Source: an optimization exercise on an open RTL-to-GDS flow (aim: small area, a short achievable clock period and few clock cycles per item). Production flows keep margins and buffers that such runs may drop.
In this exercise RTL edits were held to simulation tests only and were not proved equivalent to the original.
No activity file was given, so power comes from the tool's default toggle rates.

v57:
==> flow/design.v <==
module olidx_voice_codec (
    input  wire       clk,
    input  wire       rst,         
    input  wire       in_valid,
    output wire       in_ready,
    input  wire [7:0] in_data,
    input  wire       in_unpack,   
    output wire       out_valid,
    input  wire       out_ready,
    output wire [7:0] out_data,
    output wire       out_last,
    output wire [6:0] out_chk
);
    function automatic dec_cons(input m, input v, input [4:0] s);
        begin
            if (!v && !m)     dec_cons = (s <= 5'd20);
            else if (!v)      dec_cons = !(s == 5'd11 || s == 5'd14 || s == 5'd17 || s == 5'd20);
            else if (!m)      dec_cons = 1'b1;
            else              dec_cons = !(s == 5'd9 || s == 5'd15 || s == 5'd16);
        end
    endfunction
    function automatic dec_prod(input m, input v, input [4:0] s);
        begin
            if (!v && !m)     dec_prod = !(s == 5'd11 || (s >= 5'd13 && s <= 5'd19));
            else if (!v)      dec_prod = 1'b1;
            else if (!m)      dec_prod = !(s == 5'd9 || s == 5'd15 || s == 5'd16);
            else              dec_prod = 1'b1;
        end
    endfunction
    reg        mode;        
    reg  [2:0] sec;         
    reg  [4:0] k;           
    reg  [2:0] hb;          
    reg  [4:0] hc;          
    reg  [7:0] hd;          
    reg  [5:0] he;          
    reg  [7:0] hf;          
    reg  [7:0] o_data;
    reg        o_v, o_last, o_new;
    reg  [6:0] ck;
    reg  [7:0] s_data;
    reg        s_v, s_last;
    reg        rdy;
    wire voice = (sec == 3'd6);
    wire first = (sec == 3'd0) && (k == 5'd0);
    wire lastb = voice && (k == 5'd28);
    wire cons  = dec_cons(mode, voice, k);
    wire prod  = dec_prod(mode, voice, k);
    wire need  = cons || (mode && (voice ? (k == 5'd9 || k == 5'd15 || k == 5'd16)
                                          : (k == 5'd11 || k == 5'd14 || k == 5'd17)));
    wire send  = voice ? (k == 5'd28) : (mode ? (k == 5'd20) : (k == 5'd24));
    wire go1   = cons ? rdy : !s_v;               
    wire go0   = !cons && !need && !s_v;          
    wire go    = in_valid ? go1 : go0;
    wire push1 = go1 && prod;
    wire push0 = go0 && prod;
    wire pop   = o_v && out_ready;
    wire ld_o  = !o_v || out_ready;
    wire [2:0] sec_a = send ? (voice ? 3'd0 : sec + 3'd1) : sec;
    wire [4:0] k_a   = send ? 5'd0 : k + 5'd1;
    wire       v_a   = (sec_a == 3'd6);
    wire       cons_a = dec_cons(mode, v_a, k_a);
    wire       prod_a = dec_prod(mode, v_a, k_a);
    wire sv11 = !s_v && push1 && lastb;
    wire sv01 = !s_v && push0 && lastb;
    wire sv10 = s_v ? o_v : (push1 && (lastb || o_v));
    wire sv00 = s_v ? o_v : (push0 && (lastb || o_v));
    wire c1 = go1 ? cons_a : cons, p1 = go1 ? prod_a : prod;
    wire c0 = go0 ? cons_a : cons, p0 = go0 ? prod_a : prod;
    wire r11 = c1 && (!p1 || !sv11);
    wire r10 = c1 && (!p1 || !sv10);
    wire r01 = c0 && (!p0 || !sv01);
    wire r00 = c0 && (!p0 || !sv00);
    wire ov1 = s_v || (push1 && !lastb);
    wire ov0 = s_v || (push0 && !lastb);
    wire on1 = push1 && !lastb && !s_v;
    wire on0 = push0 && !lastb && !s_v;
    reg s_v_n, rdy_n, o_v_n, o_new_n;
    always @* begin
        case ({in_valid, out_ready})
            2'b11: begin s_v_n = sv11; rdy_n = r11; o_v_n = ov1;         o_new_n = on1; end
            2'b10: begin s_v_n = sv10; rdy_n = r10; o_v_n = o_v || ov1;  o_new_n = on1 && !o_v; end
            2'b01: begin s_v_n = sv01; rdy_n = r01; o_v_n = ov0;         o_new_n = on0; end
            default: begin s_v_n = sv00; rdy_n = r00; o_v_n = o_v || ov0; o_new_n = on0 && !o_v; end
        endcase
    end
    wire [6:0] ck_sub = (o_last ? 7'd0 : ck) - s_data[6:0];
    wire [6:0] ck_new = ck - o_data[6:0];
    wire [6:0] ck1 = s_v ? ck_sub : o_new ? ck_new : (o_v && o_last) ? 7'd0 : ck;
    wire [6:0] ck0 = (s_v && !o_v) ? ck_sub : o_new ? ck_new : ck;
    reg [7:0] b;
    always @* begin
        b = in_data;
        if (!mode && !voice) begin
            case (k)
                5'd12: b = {4'b0, in_data[1:0], hb[1:0]};
                5'd20: b = {1'b0, in_data[3:0], hb};
                5'd21: b = {3'b0, hc};
                5'd22: b = hd;
                5'd23: b = {2'b0, he};
                5'd24: b = hf;
                default: b = in_data;
            endcase
        end else if (!mode) begin
            case (k)
                5'd8:  b = {3'b0, in_data[4:0]};
                5'd10: b = {4'b0, in_data[0], hb};
                5'd17: b = {1'b0, in_data[2:0], hd[2:0], hc[2]};
                default: b = in_data;
            endcase
        end else if (!voice) begin
            case (k)
                5'd11: b = {6'b0, in_data[1:0]};
                5'd12: b = {6'b0, in_data[3:2]};
                5'd13: b = {5'b0, in_data[2:0]};
                5'd14: b = {6'b0, in_data[1:0]};
                5'd15: b = {5'b0, in_data[4:2]};
                5'd17: b = {7'b0, in_data[0]};
                5'd18: b = {3'b0, in_data[5:1]};
                5'd20: b = {4'b0, hd[6:3]};
                default: b = in_data;
            endcase
        end else begin
            case (k)
                5'd8:  b = {3'b0, in_data[4:0]};
                5'd9:  b = {5'b0, in_data[2:0]};
                5'd10: b = {7'b0, in_data[3]};
                5'd15: b = {7'b0, in_data[0]};
                5'd16: b = {5'b0, in_data[3:1]};
                5'd17: b = {5'b0, in_data[6:4]};
                default: b = in_data;
            endcase
        end
    end
    always @(posedge clk) begin
        if (go && first)
            mode <= in_unpack;
        if (rst) begin
            sec   <= 3'd0;
            k     <= 5'd0;
            rdy   <= 1'b1;
            s_v   <= 1'b0;
            o_v   <= 1'b0;
            o_new <= 1'b0;
            ck    <= 7'd0;
        end else begin
            if (go) begin
                sec <= sec_a;
                k   <= k_a;
            end
            rdy   <= rdy_n;
            s_v   <= s_v_n;
            o_v   <= o_v_n;
            o_new <= o_new_n;
            ck    <= out_ready ? ck1 : ck0;
        end
    end
    always @(posedge clk) begin
        if (k == 5'd9 || k == 5'd11 || k == 5'd13) hb <= in_data[2:0];
        if (k == 5'd14) hc[1:0] <= in_data[1:0];
        if (k == 5'd15) hc[4:2] <= in_data[2:0];
        if ((k == 5'd13 && mode) || (k == 5'd16 && !mode)) hd <= in_data;
        if (k == 5'd17) he[0] <= in_data[0];
        if (k == 5'd18) he[5:1] <= in_data[4:0];
        if (k == 5'd19) hf <= in_data;
    end
    always @(posedge clk) begin
        if (ld_o) begin
            o_data <= s_v ? s_data : b;
            o_last <= s_v && s_last;
        end
        if (!s_v) begin
            s_data <= b;
            s_last <= lastb;
        end
    end
    assign in_ready  = rdy;
    assign out_valid = o_v;
    assign out_data  = o_data;
    assign out_last  = o_last;
    assign out_chk   = ck;
endmodule
clock: 9.0 ns
lec_check: 0
abc_clock_period_in_ps: 2500
cap_margin: 20
core_margin: 2
core_utilization: 40
place_density: 0.6
setup_slack_margin: 5
slew_margin: 20
standard.sh (not shown) runs the stock make flow with config.mk's settings and CLKGATE_MAP_FILE= SYNTH_SCRIPT=/design/flow/synth_recipe.tcl, a recipe that flattens the netlist after the stock synthesis.
==> flow/flow/run.sh <==
#!/bin/bash
# Standard ORFS layout (the standard.sh) with a tighter timing-repair
# target, no footprint restriction on resizing and plain buffers on the ports.
# The full make output goes to standard.log in this folder.
bash standard.sh SETUP_SLACK_MARGIN=6.5 MATCH_CELL_FOOTPRINT=0 'BUFFER_PORTS_ARGS=-buffer_cell sky130_fd_sc_hd__buf_2'  finish > standard.log 2>&1
Testbench counts of v57, summed over its fixed seeds: cycles 32,432, records 192.
The following lists how v13 was set up differently from v57:
--- a/flow/flow/run.sh
+++ b/flow/flow/run.sh
@@ -5 +5 @@
-bash standard.sh SETUP_SLACK_MARGIN=6.5 MATCH_CELL_FOOTPRINT=0 'BUFFER_PORTS_ARGS=-buffer_cell sky130_fd_sc_hd__buf_2'  finish > standard.log 2>&1
+bash standard.sh SETUP_SLACK_MARGIN=5.5 MATCH_CELL_FOOTPRINT=0 'BUFFER_PORTS_ARGS=-buffer_cell sky130_fd_sc_hd__buf_2'  finish > standard.log 2>&1
## What came out
Peak per-stage delay on the critical path, v13 and v57, lower one = v57.
In the flow results for v13 and v57, the first-iteration DRC count is smaller on v13.
In the flow results for v13 and v57, the part of the power in combinational logic is smaller on v13.
Row worst hold slack: v13 higher / v57 lower
Inputs modified between v13 and v15:
--- a/flow/flow/run.sh
+++ b/flow/flow/run.sh
@@ -5 +5 @@
-bash standard.sh SETUP_SLACK_MARGIN=5.5 MATCH_CELL_FOOTPRINT=0 'BUFFER_PORTS_ARGS=-buffer_cell sky130_fd_sc_hd__buf_2'  finish > standard.log 2>&1
+bash standard.sh SETUP_SLACK_MARGIN=6.0 MATCH_CELL_FOOTPRINT=0 'BUFFER_PORTS_ARGS=-buffer_cell sky130_fd_sc_hd__buf_2'  finish > standard.log 2>&1
### Flow results
- Sequential share of layout area: v15 < v13
- Critical path endpoint: o_data[1] -> v13, o_data[2] -> v15
- v15 vs. v13: total stage count of the critical path shows a reduction of 1; wire length up about 4%.
### v15 -> v22
# v15
export LEC_CHECK = 0
export ABC_CLOCK_PERIOD_IN_PS = 2500
export CAP_MARGIN = 20
export CORE_MARGIN = 2
export CORE_UTILIZATION = 40
export PLACE_DENSITY = 0.6
export SETUP_SLACK_MARGIN = 5
export SLEW_MARGIN = 20
create_clock -name core_clock -period 9.0 [get_ports {clk}]
# v22
export LEC_CHECK = 0
export ABC_CLOCK_PERIOD_IN_PS = 2500
export CAP_MARGIN = 20
export CORE_MARGIN = 2
export CORE_UTILIZATION = 40
export CTS_BUF_LIST = sky130_fd_sc_hd__clkbuf_8
export CTS_CLUSTER_DIAMETER = 60
export CTS_CLUSTER_SIZE = 30
export PLACE_DENSITY = 0.6
export SETUP_SLACK_MARGIN = 5
export SLEW_MARGIN = 20
create_clock -name core_clock -period 9.0 [get_ports {clk}]
Results
v22 | stages: all done | timing, DRC, antenna: all pass. On combinational fraction of design power: between v15 and v22, it ends up higher for v22. Hold slack: v15 vs v22 — no meaningful difference. v22 against v15; clock group power is down by more than a quarter. Looking at routed wire length, v22 sits 120 um below v15.

-- re-timing with driven ports --
No port has a modelled driver above. Below, the same layouts with a new extraction and two added sets of constraints.
Step 1, drivers: a clkbuf_16 drives clk and a buf_2 each remaining input, both assumed.
Step 2 also shifts input and output timing later by t, the mid clock arrival at the registers, as if the neighbouring blocks saw the same clock.
a / b / c = ideal ports / drivers / drivers and shift; a / b = the first two.
run	t (ns)	slack for setup (ns)	hold slack, ns	clock arrival spread, ns	cell pins on the clock port's net
v57	0.377	6.188 / 6.182 / 5.805	0.483 / 0.483 / 0.483	0.008 / 0.008	1
v13	0.384	5.736 / 5.736 / 5.418	0.487 / 0.487 / 0.487	0.004 / 0.004	1
v15	0.378	6.087 / 6.063 / 5.722	0.483 / 0.483 / 0.483	0.007 / 0.007	1
v22	0.393	6.038 / 6.052 / 5.661	0.486 / 0.486 / 0.486	0.010 / 0.009	1
After both steps setup and hold are still met in every run listed. The setup slack of v57, which loses most, moves by -0.006 ns with the drivers and by -0.383 ns with both steps.
